From an optimization exercise on the open Yosys and OpenROAD flow, aimed at small area, a short achievable clock period and few clock cycles; shortcuts taken in it are not production practice. Where RTL was checked, it was by simulation tests only, not by an equivalence proof against the original. Power figures rest on the tool's default switching activity, not on a simulated workload.

delta:
// cmdproc
module cmdproc (
    input  wire        clk,
    input  wire        rst,           
    input  wire        start,
    input  wire [63:0] start_base,
    input  wire [31:0] start_count,
    output wire        idle,
    output wire        done,
    output wire        faulted,
    output wire [2:0]  f_code,
    output wire        f_hdr_valid,
    output wire [63:0] f_hdr_addr,
    output wire [31:0] f_hdr_word,
    output wire        f_call_valid,
    output wire [13:0] f_method,
    output wire [2:0]  f_subch,
    output wire [1:0]  f_argi,
    output wire        f_value_valid,
    output wire [31:0] f_value,
    output wire        xl_req,
    output wire [63:0] xl_va,
    input  wire        xl_rsp,
    input  wire        xl_err,
    input  wire [63:0] xl_pa,
    output wire        rd_req,
    output wire [63:0] rd_addr,
    input  wire        rd_rsp,
    input  wire        rd_err,
    input  wire [31:0] rd_data,
    output wire        ev_valid,
    output wire [2:0]  ev_kind,
    output wire [13:0] ev_method,
    output wire [2:0]  ev_subch,
    output wire [31:0] ev_value,
    output wire [1:0]  ev_rem,
    output wire [1:0]  ev_len,
    output wire [31:0] ev_code0,
    output wire [31:0] ev_code1,
    output wire [31:0] ev_code2
);
    localparam [2:0] EV_SUBMIT = 3'd4;
    localparam [2:0] EV_DIAG   = 3'd5;
    localparam [2:0] F_UNKNOWN_MODE       = 3'd1;
    localparam [2:0] F_INCREASE_ONCE_ZERO = 3'd2;
    localparam [2:0] F_BIND_CONFLICT      = 3'd3;
    localparam [2:0] F_UNBOUND_SUBCHANNEL = 3'd4;
  ...
export LEC_CHECK = 0
export CAP_MARGIN = 20
export CORE_MARGIN = 2
export CORE_UTILIZATION = 40
export SETUP_SLACK_MARGIN = 5
export SLEW_MARGIN = 20
export TNS_END_PERCENT = 4
create_clock -name core_clock -period 8.0 [get_ports {clk}]
standard.sh (not shown) runs the stock make flow with config.mk's settings and CLKGATE_MAP_FILE= SYNTH_SCRIPT=/design/flow/synth_recipe.tcl, a recipe that flattens the netlist after the stock synthesis.
==> flow/flow/run.sh <==
#!/bin/bash
# Standard layout, with the port buffers made from the smallest buffer cell.
set -e
export BUFFER_PORTS_ARGS="-buffer_cell sky130_fd_sc_hd__buf_1"
bash standard.sh > standard.log 2>&1
Testbench counts of delta, summed over its fixed seeds: cycles 20,248.
Input-level comparison between amber and delta:
==> flow/flow/run.sh <==
#!/bin/bash
# Standard layout, with the port buffers made from the smallest buffer cell
# and a clock tree of small buffers without dummy loads.
set -e
export BUFFER_PORTS_ARGS="-buffer_cell sky130_fd_sc_hd__buf_1"
export CTS_ARGS="-sink_clustering_enable -repair_clock_nets -dont_use_dummy_load -buf_list sky130_fd_sc_hd__clkbuf_4"
bash standard.sh > standard.log 2>&1
Results
As far as cell count after synthesis is concerned, delta and amber perform about the same. For worst hold slack, delta and amber come out practically identical. Sort delta and amber by post-route minimum period asc -> top: amber. Diff delta and amber: layout overhead on the synthesized area lower in amber. Compared to delta, amber has mean routed wirelength per cell 0.88% lower.

========
Another version of the RTL of cmdproc (not shown whole).
For scale: ~1800 cells after synthesis, about 300 flip-flops, ~18000 um2 of cells after synthesis.
==> flow/config.mk <==
export PLATFORM = sky130hd
export DESIGN_NAME = cmdproc
export DESIGN_NICKNAME = cmdproc
export VERILOG_FILES = /design/flow/design.v
export SDC_FILE = /design/flow/constraint.sdc
export NUM_CORES = 4
export LEC_CHECK = 0
export CAP_MARGIN = 20
export CORE_MARGIN = 2
export CORE_UTILIZATION = 40
export SETUP_SLACK_MARGIN = 5
export SLEW_MARGIN = 20
export TNS_END_PERCENT = 10
==> flow/constraint.sdc <==
create_clock -name core_clock -period 8.0 [get_ports {clk}]
set_input_delay 1.6000 -clock core_clock [delete_from_list [all_inputs] [get_ports {clk}]]
set_output_delay 1.6000 -clock core_clock [all_outputs]
set_load 0.01 [all_outputs]
==> flow/flow/run.sh <==
#!/bin/bash
# Standard layout, with the port buffers made from the smallest buffer cell
# and a clock tree of small buffers without dummy loads.
set -e
export BUFFER_PORTS_ARGS="-buffer_cell sky130_fd_sc_hd__buf_1"
export CTS_ARGS="-sink_clustering_enable -repair_clock_nets -dont_use_dummy_load -buf_list sky130_fd_sc_hd__clkbuf_4"
bash standard.sh > standard.log 2>&1
==> next run, changes <==
==> flow/flow/run.sh (replaced) <==
#!/bin/bash
# Standard layout, with the port buffers made from the smallest buffer cell.
set -e
export BUFFER_PORTS_ARGS="-buffer_cell sky130_fd_sc_hd__buf_1"
bash standard.sh > standard.log 2>&1
--- a/flow/config.mk
+++ b/flow/config.mk
@@ -13 +13 @@
-export TNS_END_PERCENT = 10
+export TNS_END_PERCENT = 4
Outcome: The changed run completed with no timing, DRC or antenna violations. Global-route usage fell by 2.4 points. Power grows by 16%. Via count goes down by 5.1%. Fmax is lower by 0.35%. Final area shrinks by 6.2%. Non-clock buffer count came out lower by 93. Cell count is lower by 4.1%. Register-to-register slack improved by 0.13 ns. Die area stays the same.
==> next run, changes <==
--- a/flow/config.mk
+++ b/flow/config.mk
@@ -13 +13 @@
-export TNS_END_PERCENT = 4
+export TNS_END_PERCENT = 10
=> The new run ran to the end with no violations. Worst hold slack barely changes. Clock power stays flat. Non-clock buffer count went up by 46. Worst setup slack gains 0.011 ns. Via count grows by 2.3%. Routed wire length goes up by 2.6%. Final cell count goes up by 1.6%.
Function was not checked in any run of this note: the RTL went through the layout flow alone.

[port drivers added, routing unchanged]
Ports are ideal in the flow. The routed layouts listed here were re-timed in OpenROAD.
Step 1, drivers: a clkbuf_16 drives clk and a buf_2 each remaining input, both assumed.
Step 2 moves the port delays by t, midway between the first and last clock arrival at a register: inputs arrive t later, outputs are due t later. That takes back most of the time a late clock gives input paths.
a / b / c = ideal ports / drivers / drivers and shift; a / b = the first two.
run	t (ns)	setup slack, ns	worst setup path after step 2	slew at the worst register clock pin (ns)	cell pins on the clock port's net
delta	0.621	3.794 / 3.775 / 3.563	input to register	0.06 / 0.06	1
amber	0.820	3.839 / 3.788 / 3.498	input to register	0.07 / 0.07	1
the first run of note 2	0.820	3.881 / 3.832 / 3.298	input to register	0.07 / 0.07	1
the second run of note 2	0.601	3.866 / 3.808 / 3.643	input to register	0.06 / 0.06	1
the third run of note 2	0.603	3.877 / 3.828 / 3.639	input to register	0.06 / 0.06	1
After both steps every run listed still meets setup and hold. For the first run of note 2, which loses most, drivers alone change the setup slack by -0.049 ns; drivers and shift together by -0.583 ns.
